Source: an optimization exercise on an open RTL-to-GDS flow (aim: small area, a short achievable clock period and few clock cycles per item). Production flows keep margins and buffers that such runs may drop. At most, simulation tests tie the RTL to the original design; equivalence was not proved. Power and IR drop assume default switching activity.

==> module teavault_cipher, before the edit <==
module teavault_cipher (
    input  wire         clk,
    input  wire         rst,           
    input  wire         in_valid,
    output wire         in_ready,
    input  wire         in_decrypt,    
    input  wire [127:0] in_key,
    input  wire [63:0]  in_block,
    output wire         out_valid,
    input  wire         out_ready,
    output wire [63:0]  out_block
);
    localparam [31:0] DELTA   = 32'h9E3779B9;
    localparam [31:0] INITSUM = 32'h2C15E7F9;    
    function [31:0] add32(input [31:0] x, input [31:0] y, input ci);
        reg [31:0] g, p, gg, pp, gn, pn;
        integer i, l;
        begin
            g = x & y;
            p = x ^ y;
            gg = g; pp = p;
            gg[0] = g[0] | (p[0] & ci);
            for (l = 0; l < 5; l = l + 1) begin
                gn = gg; pn = pp;
                for (i = 0; i < 32; i = i + 1)
                    if (i[l]) begin
                        gn[i] = gg[i] | (pp[i] & gg[((i >> l) << l) - 1]);
                        pn[i] = pp[i] & pp[((i >> l) << l) - 1];
                    end
                gg = gn; pp = pn;
            end
            add32 = p ^ {gg[30:0], ci};
        end
    endfunction
    function [31:0] add32i(input [31:0] x, input [31:0] y, input inv);
        reg [31:0] g, p, gg, pp, gn, pn;
        integer i, l;
        begin
            g = x & y;
            p = x ^ y;
            gg = g; pp = p;
            for (l = 0; l < 5; l = l + 1) begin
                gn = gg; pn = pp;
                for (i = 0; i < 32; i = i + 1)
                    if (i[l]) begin
                        gn[i] = gg[i] | (pp[i] & gg[((i >> l) << l) - 1]);
                        pn[i] = pp[i] & pp[((i >> l) << l) - 1];
                    end
                gg = gn; pp = pn;
            end
            add32i = (p ^ {32{inv}}) ^ {gg[30:0], 1'b0};
        end
    endfunction
    function [31:0] add32bk(input [31:0] x, input [31:0] y, input ci);
        reg [31:0] g, p, gg, pp;
        integer i, l;
        begin
            g = x & y;
            p = x ^ y;
            gg = g; pp = p;
            gg[0] = g[0] | (p[0] & ci);
            for (l = 0; l < 5; l = l + 1)
                for (i = 0; i < 32; i = i + 1)
                    if (((i + 1) % (2 << l)) == 0) begin
                        gg[i] = gg[i] | (pp[i] & gg[i - (1 << l)]);
                        pp[i] = pp[i] & pp[i - (1 << l)];
                    end
            for (l = 3; l >= 0; l = l - 1)
                for (i = 0; i < 32; i = i + 1)
                    if (((i + 1) % (2 << l)) == (1 << l) && i >= (2 << l)) begin
                        gg[i] = gg[i] | (pp[i] & gg[i - (1 << l)]);
                        pp[i] = pp[i] & pp[i - (1 << l)];
                    end
            add32bk = p ^ {gg[30:0], ci};
        end
    endfunction
    function [31:0] add32sp4(input [31:0] x, input [31:0] y, input ci);
        reg [31:0] g, p;
        reg [31:0] c;   
        reg [31:0] BG, BP, GG, PP, GN, PN;   
        integer i, j, l, nb;
        begin
            g = x & y; p = x ^ y;
            nb = 32 / 4;
            for (i = 0; i < 32 / 4; i = i + 1) begin
                BG[i] = 1'b0; BP[i] = 1'b1;
                for (j = 0; j < 4; j = j + 1) begin
                    BG[i] = g[i*4+j] | (p[i*4+j] & BG[i]);
                    BP[i] = BP[i] & p[i*4+j];
                end
            end
            GG = BG; PP = BP;
            for (l = 0; l < 5; l = l + 1) begin
                GN = GG; PN = PP;
                for (i = 0; i < 32 / 4; i = i + 1)
                    if (i[l]) begin
                        GN[i] = GG[i] | (PP[i] & GG[((i >> l) << l) - 1]);
                        PN[i] = PP[i] & PP[((i >> l) << l) - 1];
                    end
                GG = GN; PP = PN;
            end
            for (i = 0; i < 32 / 4; i = i + 1) begin
                c[i*4] = (i == 0) ? ci : (GG[i-1] | (PP[i-1] & ci));
                for (j = 1; j < 4; j = j + 1)
                    c[i*4+j] = g[i*4+j-1] | (p[i*4+j-1] & c[i*4+j-1]);
            end
            add32sp4 = p ^ c;
        end
    endfunction
    reg        busy;       
    reg        full;       
    reg        ph;         
    reg        last;       
    reg        nz;         
    reg        sub;        
    reg [7:0]  cnt;        
    reg        dec;
    reg [31:0] a, b;       
    reg [31:0] sum;        
    reg [63:0] kp;         
    wire [31:0] ka  = kp[63:32];
    wire [31:0] kb  = kp[31:0];
    wire [31:0] t1, t2, t3;
    tv_add_bk u_t1 (.x(b << 4), .y(ka),  .ci(1'b0), .s(t1));    
    tv_add_bk u_t2 (.x(b),      .y(sum), .ci(1'b0), .s(t2));    
    tv_add_bk u_t3 (.x(b >> 5), .y(kb),  .ci(1'b0), .s(t3));    
    wire [31:0] f   = t1 ^ t2 ^ t3;
    wire [31:0] fz  = f & {32{nz}};                  
    wire [31:0] ax  = a ^ {32{sub}};
    wire [31:0] nb  = add32i(ax, fz, sub);           
    wire [31:0] dd  = {DELTA[31:1] ^ {31{dec}}, 1'b1};    
    assign in_ready  = last;
    assign out_valid = full;
    assign out_block = {a, b};
    always @(posedge clk) begin
        if (dec ^ (busy & ~cnt[0]))
            kp <= in_key[63:0];
        else
            kp <= in_key[127:64];
        if (busy) begin
            a   <= b;
            if (cnt[0])
                sum <= add32bk(sum, dd, 1'b0);
            cnt <= cnt + 8'd1;
            nz  <= (cnt != 8'd127);
            sub <= dec & (cnt != 8'd127);
        end else begin
            if (!full || out_ready)
                a <= ph ? in_block[63:32] : in_block[31:0];
            sum <= dec ? INITSUM : DELTA;
            cnt <= dec ? 8'd255 : 8'd0;
            dec <= in_decrypt;
            nz  <= ph & ~dec;
            sub <= 1'b0;
        end
        if (!full || out_ready)
            b <= nb;
        if (rst) begin
            busy <= 1'b0;
            full <= 1'b0;
            ph   <= 1'b0;
            last <= 1'b0;
        end else if (busy) begin
            last <= ~last & (cnt == (dec ? 8'd127 : 8'd126));
            if (last) begin
                busy <= 1'b0;
                full <= 1'b1;
            end
        end else if (full) begin
            if (out_ready) begin
                full <= 1'b0;
                ph   <= in_valid;
            end
        end else if (ph) begin
            ph   <= 1'b0;
            busy <= 1'b1;
        end else begin
            ph   <= in_valid;
        end
    end
endmodule
==> flow/config.mk <==
export PLATFORM = sky130hd
export DESIGN_NAME = teavault_cipher
export DESIGN_NICKNAME = teavault_cipher
export VERILOG_FILES = /design/flow/design.v
export SDC_FILE = /design/flow/constraint.sdc
export NUM_CORES = 4
export LEC_CHECK = 0
export ABC_AREA = 1
export CAP_MARGIN = 20
export CORE_MARGIN = 2
export CORE_UTILIZATION = 40
export SLEW_MARGIN = 20
export BUFFER_PORTS_ARGS = -buffer_cell sky130_fd_sc_hd__buf_1
export ADDER_MAP_FILE = 
export SETUP_SLACK_MARGIN = 8
export TNS_END_PERCENT = 0
export CTS_ARGS = -sink_clustering_enable -repair_clock_nets -dont_use_dummy_load -buf_list sky130_fd_sc_hd__clkbuf_8
==> flow/constraint.sdc <==
create_clock -name core_clock -period 12.0 [get_ports {clk}]
set_input_delay 2.4000 -clock core_clock [delete_from_list [all_inputs] [get_ports {clk}]]
set_output_delay 2.4000 -clock core_clock [all_outputs]
set_load 0.01 [all_outputs]
standard.sh (not shown) runs the stock make flow with config.mk's settings and CLKGATE_MAP_FILE= SYNTH_SCRIPT=/design/flow/synth_recipe.tcl, a recipe that flattens the netlist after the stock synthesis.
==> flow/flow/run.sh <==
#!/bin/bash
# The standard ORFS layout (standard.sh), with these changes to how the
# layout is made (the SDC and clock period stay the standard flow's):
#  - ports are buffered with buf_1 cells instead of delay buffers;
#  - synthesis does not map adders to the library's fa/ha cells (same
#    synthesis script and registers, the adders are left to ABC);
#  - timing repair aims for more setup slack, on the worst path only;
#  - clock tree synthesis (when CTS_ARGS is set below) builds the tree from
#    clkbuf_8 cells and inserts no dummy loads.
# The ORFS logs of every step are kept under orfs/logs, and standard.sh's own
# output in standard.log.
set -e
cat >> "$FLOW_CONFIG" <<'EOC'
export BUFFER_PORTS_ARGS = -buffer_cell sky130_fd_sc_hd__buf_1
export ADDER_MAP_FILE = 
export SETUP_SLACK_MARGIN = 8
export TNS_END_PERCENT = 0
export CTS_ARGS = -sink_clustering_enable -repair_clock_nets -dont_use_dummy_load -buf_list sky130_fd_sc_hd__clkbuf_8
EOC
bash standard.sh > standard.log 2>&1
Then changed:
--- a/flow/design.v
+++ b/flow/design.v
@@ -12,26 +12,6 @@
 );
     localparam [31:0] DELTA   = 32'h9E3779B9;
     localparam [31:0] INITSUM = 32'h2C15E7F9;    
-    function [31:0] add32(input [31:0] x, input [31:0] y, input ci);
-        reg [31:0] g, p, gg, pp, gn, pn;
-        integer i, l;
-        begin
-            g = x & y;
-            p = x ^ y;
-            gg = g; pp = p;
-            gg[0] = g[0] | (p[0] & ci);
-            for (l = 0; l < 5; l = l + 1) begin
-                gn = gg; pn = pp;
-                for (i = 0; i < 32; i = i + 1)
-                    if (i[l]) begin
-                        gn[i] = gg[i] | (pp[i] & gg[((i >> l) << l) - 1]);
-                        pn[i] = pp[i] & pp[((i >> l) << l) - 1];
-                    end
-                gg = gn; pp = pn;
-            end
-            add32 = p ^ {gg[30:0], ci};
-        end
-    endfunction
     function [31:0] add32i(input [31:0] x, input [31:0] y, input inv);
         reg [31:0] g, p, gg, pp, gn, pn;
         integer i, l;
@@ -72,39 +52,6 @@
                         pp[i] = pp[i] & pp[i - (1 << l)];
                     end
             add32bk = p ^ {gg[30:0], ci};
-        end
-    endfunction
-    function [31:0] add32sp4(input [31:0] x, input [31:0] y, input ci);
-        reg [31:0] g, p;
-        reg [31:0] c;   
-        reg [31:0] BG, BP, GG, PP, GN, PN;   
-        integer i, j, l, nb;
-        begin
-            g = x & y; p = x ^ y;
-            nb = 32 / 4;
-            for (i = 0; i < 32 / 4; i = i + 1) begin
-                BG[i] = 1'b0; BP[i] = 1'b1;
-                for (j = 0; j < 4; j = j + 1) begin
-                    BG[i] = g[i*4+j] | (p[i*4+j] & BG[i]);
-                    BP[i] = BP[i] & p[i*4+j];
-                end
-            end
-            GG = BG; PP = BP;
-            for (l = 0; l < 5; l = l + 1) begin
-                GN = GG; PN = PP;
-                for (i = 0; i < 32 / 4; i = i + 1)
-                    if (i[l]) begin
-                        GN[i] = GG[i] | (PP[i] & GG[((i >> l) << l) - 1]);
-                        PN[i] = PP[i] & PP[((i >> l) << l) - 1];
-                    end
-                GG = GN; PP = PN;
-            end
-            for (i = 0; i < 32 / 4; i = i + 1) begin
-                c[i*4] = (i == 0) ? ci : (GG[i-1] | (PP[i-1] & ci));
-                for (j = 1; j < 4; j = j + 1)
-                    c[i*4+j] = g[i*4+j-1] | (p[i*4+j-1] & c[i*4+j-1]);
-            end
-            add32sp4 = p ^ c;
         end
     endfunction
     reg        busy;       
After rerunning: First-iteration DRC count is about the same; combinational power came out higher slightly; clock power hardly moves; die area came out higher slightly; cell area came out higher slightly; cell count stays the same; setup slack degrades by 50 ps; via count came out higher slightly; utilization hardly moves; routed wire length came out higher slightly; global-route usage came out lower by 0.25 points; sequential share of layout area came out lower by 0.15 points; flip-flop and latch count is unchanged; worst hold slack improves by 4.6 ps.
Testbench counts after the change, summed over its fixed seeds: cycles 167,678, items 1,280.
Function not checked in the first run of this note: the RTL went through the layout flow alone.

## port drivers added, routing unchanged
The results above use ideal ports. As a check the final layouts listed here were re-extracted and re-timed, cells and wires unchanged. Step 1 sets driving cells, clkbuf_16 on the clock port and buf_2 on the other inputs (assumed; they add their load-dependent delay and slew). Step 2 moves the port delays by t, midway between the first and last clock arrival at a register: inputs arrive t later, outputs are due t later. That takes back most of the time a late clock gives input paths. Slacks: no drivers / after step 1 / after step 2; pairs: no drivers / after step 1.
run | t, ns | setup slack, ns | worst setup path at the end | worst register clock-pin slew, ns
the first run | 0.531 | 8.244 / 8.198 / 8.385 | register to register | 0.09 / 0.09
the second run | 0.528 | 8.194 / 8.149 / 8.323 | register to register | 0.10 / 0.10
After both steps setup and hold are still met in every run listed.
